What follows belongs to an exercise in optimizing a design on an open flow for small area, a short achievable clock period and few clock cycles; a production flow would make more cautious choices. Only simulation tests tie the RTL to the original design; equivalence was not proved. Power figures rest on the tool's default switching activity, not on a simulated workload.

== main ==
==> flow/design.v (excerpt) <==
module pec_temp_core (
    input  wire        clk,
    input  wire        rst,       
    input  wire        req,
    input  wire        we,
    input  wire [5:0]  addr,      
    input  wire [1:0]  size,      
    input  wire [3:0]  be,        
    input  wire [31:0] wdata,
    output wire        ready,
    output reg  [31:0] rdata,
    output wire        err
);
    localparam [3:0] CODE_NONE = 4'd0, CODE_OK = 4'd1, CODE_PEC = 4'd2,
                     CODE_LEN = 4'd3, CODE_REG = 4'd4, CODE_CMD = 4'd5;
    reg [7:0]  crc_q;
    reg [7:0]  rx0, rx1, rx2;        
    reg [2:0]  rxcnt;
    reg        fbv;                  
    reg [7:0]  fb1, fb3, fb4, fpec;  
    reg        cv;                   
    reg [15:0] raw_q;                
    reg [63:0] tf64_q;               
    reg        pend1, pend2;         
    reg        tver;
    reg [3:0]  code;
    reg [7:0]  lastop;
    wire bus_err = (size != 2'd2) || (addr[1:0] != 2'b00) || (we && (be != 4'hF));
    assign err = bus_err;
    wire rd_f64 = !we && (addr[5:3] == 3'b101);        
    assign ready = !((pend1 || pend2) && rd_f64);
    wire acc    = req && !bus_err;                      
    wire cmd_wr = acc && we && (addr[5:2] == 4'h1);
    wire rx_wr  = acc && we && (addr[5:2] == 4'h4);
    wire [7:0]  op  = wdata[7:0];
    wire [7:0]  a8  = wdata[15:8];
    wire [15:0] a16 = wdata[31:16];
    wire a8z  = (a8 == 8'd0);
    wire a16z = (a16 == 16'd0);
    wire op_hi0 = (op[7:4] == 4'd0);
    wire is0 = op_hi0 && (op[3:0] == 4'd0);
    wire is1 = op_hi0 && (op[3:0] == 4'd1);
    wire is2 = op_hi0 && (op[3:0] == 4'd2);
    wire is3 = op_hi0 && (op[3:0] == 4'd3);
    wire is4 = op_hi0 && (op[3:0] == 4'd4);
  ...
clock: 36.0 ns
lec_check: 0
abc_area: 1
cap_margin: 20
core_margin: 2
core_utilization: 50
slew_margin: 20
standard.sh (not shown) runs the stock make flow with config.mk's settings and CLKGATE_MAP_FILE= SYNTH_SCRIPT=/design/flow/synth_recipe.tcl, a recipe that flattens the netlist after the stock synthesis.
==> flow/flow/run.sh <==
#!/bin/bash
# Own layout flow: the standard flow (standard.sh, all ORFS steps unchanged) with
#  - the combinational logic mapped by ABC for area (no full-adder extraction),
#  - every port buffered (as the standard flow does) with buf_2 instead of the
#    default port buffer cell,
#  - repair_timing asked for extra setup slack, so that it sizes up the
#    critical paths (the clock period and constraints are the standard flow's, unchanged).
# Each step's full output goes to a log file in this folder.
set -euo pipefail
work=$PWD
rm -rf "$work/scripts_area"
cp -r "$FLOW_HOME/scripts" "$work/scripts_area"
printf 'strash\ndch -f\nmap -a\ntopo\nstime -c\n' > "$work/scripts_area/abc_area.script"
export SCRIPTS_DIR="$work/scripts_area"
export ADDER_MAP_FILE=
export SETUP_SLACK_MARGIN=20.0
export BUFFER_PORTS_ARGS="-buffer_cell sky130_fd_sc_hd__buf_2"
bash standard.sh synth > "$work/log_synth.txt" 2>&1
bash standard.sh floorplan > "$work/log_floorplan.txt" 2>&1
bash standard.sh place > "$work/log_place.txt" 2>&1
bash standard.sh cts > "$work/log_cts.txt" 2>&1
bash standard.sh route > "$work/log_route.txt" 2>&1
bash standard.sh finish > "$work/log_finish.txt" 2>&1
Testbench counts of main, summed over its fixed seeds: cycles 30,641.
> inputs changed (main -> the feature branch)
--- a/flow/design.v
+++ b/flow/design.v
@@ -45,19 +45,19 @@
             5'd16: tab_p = 20'ha3d70;
             5'd17: tab_p = 20'hae147;
             5'd18: tab_p = 20'hb851e;
             5'd19: tab_p = 20'hc28f5;
             5'd20: tab_p = 20'hccccc;
             5'd21: tab_p = 20'hd70a3;
             5'd22: tab_p = 20'he147a;
             5'd23: tab_p = 20'heb851;
             5'd24: tab_p = 20'hf5c28;
-            default: tab_p = {15'd0, x};    
+            default: tab_p = 20'h0;
         endcase
     endfunction
     function [21:0] tab_j;
         input [5:0] x;
         case (x)
             6'd0: tab_j = 22'h68000;
             6'd1: tab_j = 22'h48000;
             6'd2: tab_j = 22'h28000;
             6'd3: tab_j = 22'h8000;
@@ -348,19 +348,19 @@
             5'd9: tab_lm2 = 20'h7f;
             5'd10: tab_lm2 = 20'h3f;
             5'd11: tab_lm2 = 20'h1f;
             5'd12: tab_lm2 = 20'hf;
             5'd13: tab_lm2 = 20'h7;
             5'd14: tab_lm2 = 20'h3;
             5'd15: tab_lm2 = 20'h1;
             5'd16: tab_lm2 = 20'h0;
             5'd17: tab_lm2 = 20'h0;
-            default: tab_lm2 = {15'd0, x};    
+            default: tab_lm2 = 20'h0;
         endcase
     endfunction
     function [22:0] add22;
         input [21:0] a, b;
         input        cin;
         integer n;
         reg c;
         begin
             c = cin;
@@ -574,28 +574,26 @@
     wire is6 = op_hi0 && (op[3:0] == 4'd6);
     wire is7 = op_hi0 && (op[3:0] == 4'd7);
     wire is8 = op_hi0 && (op[3:0] == 4'd8);
     wire legal = ((is0 || is1 || is7 || is8) && a8z && a16z) ||
                  ((is2 || is3 || is4 || is5) && a16z) ||
                  (is6 && a8z);
     wire treg = (a8 == 8'h06) || (a8 == 8'h07) || (a8 == 8'h08);
     wire do_cmd  = cmd_wr && legal;
     wire do_srst = do_cmd && is8;
-    wire [7:0] c1, c2, c3, c4;
+    wire [7:0] crc_feed;
+    crc8_step u_feed (.crc_in(crc_q), .data(a8), .crc_out(crc_feed));
+    wire [7:0] c1, c2, c3, c4, crc_frame;
     crc8_step u_f0 (.crc_in(8'h00), .data(8'hB4), .crc_out(c1));
     crc8_step u_f1 (.crc_in(c1),    .data(a8),    .crc_out(c2));
     crc8_step u_f2 (.crc_in(c2),    .data(8'hB5), .crc_out(c3));
     crc8_step u_f3 (.crc_in(c3),    .data(rx0),   .crc_out(c4));
-    wire [7:0] crc_x = is2 ? (crc_q ^ a8) : (c4 ^ rx1);
-    wire [7:0] crc_m;
-    crc8_step u_m (.crc_in(8'h00), .data(crc_x), .crc_out(crc_m));
-    wire [7:0] crc_feed  = crc_m;        
-    wire [7:0] crc_frame = crc_m;        
+    crc8_step u_f4 (.crc_in(c4),    .data(rx1),   .crc_out(crc_frame));
     wire rx_full  = (rxcnt == 3'd3);
     wire pec_good = (crc_frame == rx2);
     wire [31:0] conv_tcc;
     wire [63:0] conv_f64;
     wire [15:0] raw_src = op[1] ? a16 : {rx1, rx0};
     wire [11:0] conv_s0;
     wire [46:0] conv_s1;
     temp_convert u_conv (.raw_in(raw_src), .raw(raw_q), .st(tf64_q),
                          .s0(conv_s0), .s1(conv_s1), .tcc(conv_tcc), .f64(conv_f64));
Results
The feature branch did not stop at any stage, and its layout met the timing, DRC and antenna checks. main went all the way through synthesis, placement and routing and the layout is clean on timing, DRC and antenna. The feature branch does better than main on minimum period implied by the final worst setup slack. When the feature branch is measured against main, its flip-flop and latch count turns out 36 higher. Footprint of the multi-input gates in the feature branch is 120 um^2 above main. main → the feature branch: worst setup slack climbed 0.035 ns; boundary pin count has remained practically unchanged. The feature branch does better than main on number of violations reported at the end of detailed-routing iteration 0. The feature branch reports a higher critical path depth than main does. In the feature branch the synthesized cell count turned out 2.3% higher than in main. Core utilization: the feature branch lower than main. [compare] base=main new=the feature branch: period utilization saw little to no change, area of the mapped netlist saw an increase.
Testbench counts of the feature branch, summed over its fixed seeds: cycles 30,641.


Another version of the RTL of pec_temp_core (not shown whole).
Size: roughly 2200 cells after synthesis, roughly 15000 um^2 of cells after synthesis.
clock: 36.0 ns
lec_check: 0
abc_area: 1
cap_margin: 20
core_margin: 2
core_utilization: 50
cts_buf_list: sky130_fd_sc_hd__clkbuf_4 sky130_fd_sc_hd__clkbuf_8
slew_margin: 20
==> flow/flow/run.sh <==
#!/bin/bash
# Own layout flow: the standard flow (standard.sh, all ORFS steps unchanged) with
#  - the combinational logic optimised and mapped by ABC for area (no full-adder
#    extraction),
#  - every port buffered (as the standard flow does) with buf_2 instead of the
#    default port buffer cell,
#  - repair_timing asked for extra setup slack, so that it sizes up the
#    critical paths (the clock period and constraints are the standard flow's, unchanged).
# Each step's full output goes to a log file in this folder.
set -euo pipefail
work=$PWD
rm -rf "$work/scripts_area"
cp -r "$FLOW_HOME/scripts" "$work/scripts_area"
printf 'strash\n&get -n\n&deepsyn -T 60\n&put\ndch -f\namap -F 5\ntopo\nstime -c\n' > "$work/scripts_area/abc_area.script"
export SCRIPTS_DIR="$work/scripts_area"
export ADDER_MAP_FILE=
export SETUP_SLACK_MARGIN=20.0
export BUFFER_PORTS_ARGS="-buffer_cell sky130_fd_sc_hd__buf_2"
bash standard.sh synth > "$work/log_synth.txt" 2>&1
bash standard.sh floorplan > "$work/log_floorplan.txt" 2>&1
bash standard.sh place > "$work/log_place.txt" 2>&1
bash standard.sh cts > "$work/log_cts.txt" 2>&1
bash standard.sh route > "$work/log_route.txt" 2>&1
bash standard.sh finish > "$work/log_finish.txt" 2>&1
The first run produced a clean layout.
Testbench counts at the start, summed over its fixed seeds: cycles 30,641.
Rerun with:
--- a/flow/design.v
+++ b/flow/design.v
@@ -11,23 +11,23 @@
                 crc_out = {crc_out[6:0], 1'b0} ^ 8'h07;
             else
                 crc_out = {crc_out[6:0], 1'b0};
         end
     end
 endmodule
 module temp_convert (
     input  wire [15:0] raw_in,    
     input  wire [15:0] raw,       
     input  wire [63:0] st,        
     output wire [10:0] s0,        
-    output wire [40:0] s1,        
+    output wire [45:0] s1,        
     output wire [31:0] tcc,
     output wire [63:0] f64        
 );
     function [19:0] tab_p;
         input [4:0] x;
         case (x)
             5'd0: tab_p = 20'h0;
             5'd1: tab_p = 20'ha3d7;
             5'd2: tab_p = 20'h147ae;
             5'd3: tab_p = 20'h1eb85;
             5'd4: tab_p = 20'h28f5c;
@@ -298,23 +298,23 @@
             5'd14: tab_shz = 5'hd;
             5'd15: tab_shz = 5'hd;
             5'd16: tab_shz = 5'hd;
             5'd17: tab_shz = 5'hd;
             5'd18: tab_shz = 5'hd;
             5'd19: tab_shz = 5'hd;
             5'd20: tab_shz = 5'hd;
             5'd21: tab_shz = 5'hd;
             5'd22: tab_shz = 5'hd;
             5'd23: tab_shz = 5'hd;
             5'd24: tab_shz = 5'hd;
-            default: tab_shz = x;    
+            default: tab_shz = 5'h0;
         endcase
     endfunction
     function [10:0] tab_ex;
         input [4:0] x;
         case (x)
             5'd0: tab_ex = 11'h409;
             5'd1: tab_ex = 11'h408;
             5'd2: tab_ex = 11'h407;
             5'd3: tab_ex = 11'h406;
             5'd4: tab_ex = 11'h405;
             5'd5: tab_ex = 11'h404;
@@ -458,36 +458,38 @@
     wire        p_s   = |(pl & {1'b0, lm[16:1]});
     wire        p_l   = |(pl & onek);
     wire        p_up  = p_g & (p_s | p_l);
     wire [21:0] jv  = tab_j({sgn, r});
     wire [21:0] bv  = {4'd0, m, pl & ~lm};
     wire [22:0] l0  = add22(jv, bv, 1'b0);
     wire [22:0] l1  = add22(jv, bv | {5'd0, lm}, 1'b1);
     wire [21:0] ls1 = p_up ? l1[21:0] : l0[21:0];
     wire [4:0]  r31 = tab_r3({sgn, r});
     wire [22:0] q3s = add22({9'd0, {q, 1'b0} ^ {13{sgn}}}, {9'd0, tab_k({sgn, r})}, 1'b0);
     wire [12:0] q31 = q3s[12:0];
-    wire [21:0] L1   = ls1 ^ {22{sgn}};
-    assign s1 = {sgn, L1, q31, r31};
-    wire        sg   = st[40];
-    wire [21:0] L    = st[39:18];
-    wire [12:0] q3   = st[17:5];
-    wire [4:0]  r3   = st[4:0];
     reg  [4:0]  shq;
     integer b;
     always @* begin
         shq = 5'd12;
         for (b = 0; b < 13; b = b + 1)
-            if (q3[b]) shq = 12 - b;
+            if (q31[b]) shq = 12 - b;
     end
-    wire [4:0]  sh = (q3 == 13'd0) ? tab_shz(r3) : shq;
+    wire        q3z1 = (q31 == 13'd0);
+    wire [21:0] L1   = ls1 ^ {22{sgn}};
+    wire [4:0]  sh1  = q3z1 ? tab_shz(r31) : shq;
+    assign s1 = {sgn, L1, q31, r31, sh1};
+    wire        sg   = st[45];
+    wire [21:0] L    = st[44:23];
+    wire [12:0] q3   = st[22:10];
+    wire [4:0]  r3   = st[9:5];
+    wire [4:0]  sh   = st[4:0];
     wire [1:0]  c  = L[21:20];               
     wire [19:0] lw = L[19:0];
     wire        r3z = (r3 == 5'd0);
     wire [19:0] lm2  = tab_lm2(sh);
     wire [19:0] onr  = {lm2[18:0], 1'b1} & ~lm2;
     wire        t_g  = |(lw & lm2 & ~{1'b0, lm2[19:1]});
     wire        t_s  = |(lw & {1'b0, lm2[19:1]});
     wire        t_l  = |(lw & onr);
     wire        t_up = t_g & (t_s | t_l);
     reg  [20:0] lr;
     reg         rc;
@@ -583,23 +585,23 @@
     wire [7:0] crc_x = is2 ? (crc_q ^ a8) : (c4 ^ rx1);
     wire [7:0] crc_m;
     crc8_step u_m (.crc_in(8'h00), .data(crc_x), .crc_out(crc_m));
     wire [7:0] crc_feed  = crc_m;        
     wire [7:0] crc_frame = crc_m;        
     wire rx_full  = (rxcnt == 3'd3);
     wire pec_good = (crc_frame == rx2);
     wire [31:0] conv_tcc;
     wire [63:0] conv_f64;
     wire [15:0] raw_src = op[1] ? a16 : {rx1, rx0};
     wire [10:0] conv_s0;
-    wire [40:0] conv_s1;
+    wire [45:0] conv_s1;
     temp_convert u_conv (.raw_in(raw_src), .raw(raw_q), .st(tf64_q),
                          .s0(conv_s0), .s1(conv_s1), .tcc(conv_tcc), .f64(conv_f64));
     wire framecmd  = is3 || is4 || is5;
     wire rd_badreg = is5 && !treg;
     wire fr_ok     = framecmd && !rd_badreg && rx_full;    
     wire conv_rd   = is5 && fr_ok && pec_good;             
     wire conv_clr  = is5 && !(fr_ok && pec_good);          
     wire consume   = framecmd || is7;
     wire conv_go   = do_cmd && (conv_rd || is6);           
     wire conv_wr   = do_cmd && (is5 || is6);               
     reg [3:0] code_n;
@@ -658,27 +660,27 @@
             fpec <= rx2;
         end
         if (conv_wr)
             raw_q <= raw_src;
         if (conv_wr)
             tf64_q[10:0] <= conv_s0;
         else if (pend1)
             tf64_q[10:0] <= conv_s1[10:0];
         else if (pend2)
             tf64_q[10:0] <= conv_f64[10:0];
         if (conv_wr || pend1)
-            tf64_q[40:11] <= conv_s1[40:11];
+            tf64_q[45:11] <= conv_s1[45:11];
         else if (pend2)
-            tf64_q[40:11] <= conv_f64[40:11];
+            tf64_q[45:11] <= conv_f64[45:11];
         if (pend2)
-            tf64_q[63:41] <= conv_f64[63:41];
+            tf64_q[63:46] <= conv_f64[63:46];
     end
     wire [3:0] ra = addr[5:2];
     wire v0 = (rxcnt != 3'd0);
     wire v1 = rxcnt[2] || rxcnt[1];
     wire v2 = rxcnt[2] || (rxcnt == 3'd3);
     always @* begin
         rdata = 32'd0;
         case (ra)
             4'h0: rdata = 32'h50454338;
             4'h2: rdata = {16'd0, lastop, 3'd0, tver, code};
             4'h3: rdata = 32'h0000005A;
=> Flip-flop and latch count does not change. Cell area went up slightly. Worst setup slack improves by 0.0069 ns. Total power came out lower by a few percent. Clock power goes down by roughly a tenth. Global-route usage fell by 1.1 points. Via count hardly moves. Synthesized area hardly moves. Utilization goes up by 0.21 points. Critical path depth does not change. Wire length decreases by a few percent. Final cell count shrinks slightly. Count of clock-buffer cells in the layout is unchanged.
Testbench counts after the change, summed over its fixed seeds: cycles 30,641.

[separate check: timing with driven ports]
How much do the figures lean on ideal ports? The routed layouts below were timed once more, with nothing changed but the port constraints. Step 1 assumes that a clkbuf_16 drives the clock port and a buf_2 every other input. Step 2 moves the port delays by t, midway between the first and last clock arrival at a register: inputs arrive t later, outputs are due t later. That takes back most of the time a late clock gives input paths. a / b / c = no drivers / after step 1 / after step 2; a / b = the first two.
run | t, ns | setup slack, ns | worst setup path at the end | worst slew at a driven data input, ns
main | 0.490 | 19.937 / 19.910 / 19.910 | input to output | 0.04
the feature branch | 0.496 | 19.971 / 19.951 / 19.951 | input to output | 0.04
the first run of note 2 | 0.522 | 19.938 / 19.889 / 19.889 | input to output | 0.07
the second run of note 2 | 0.531 | 19.945 / 19.885 / 19.885 | input to output | 0.07
After both steps every run listed still meets setup and hold. For the second run of note 2, which loses most, drivers alone change the setup slack by -0.060 ns; drivers and shift together by -0.060 ns.
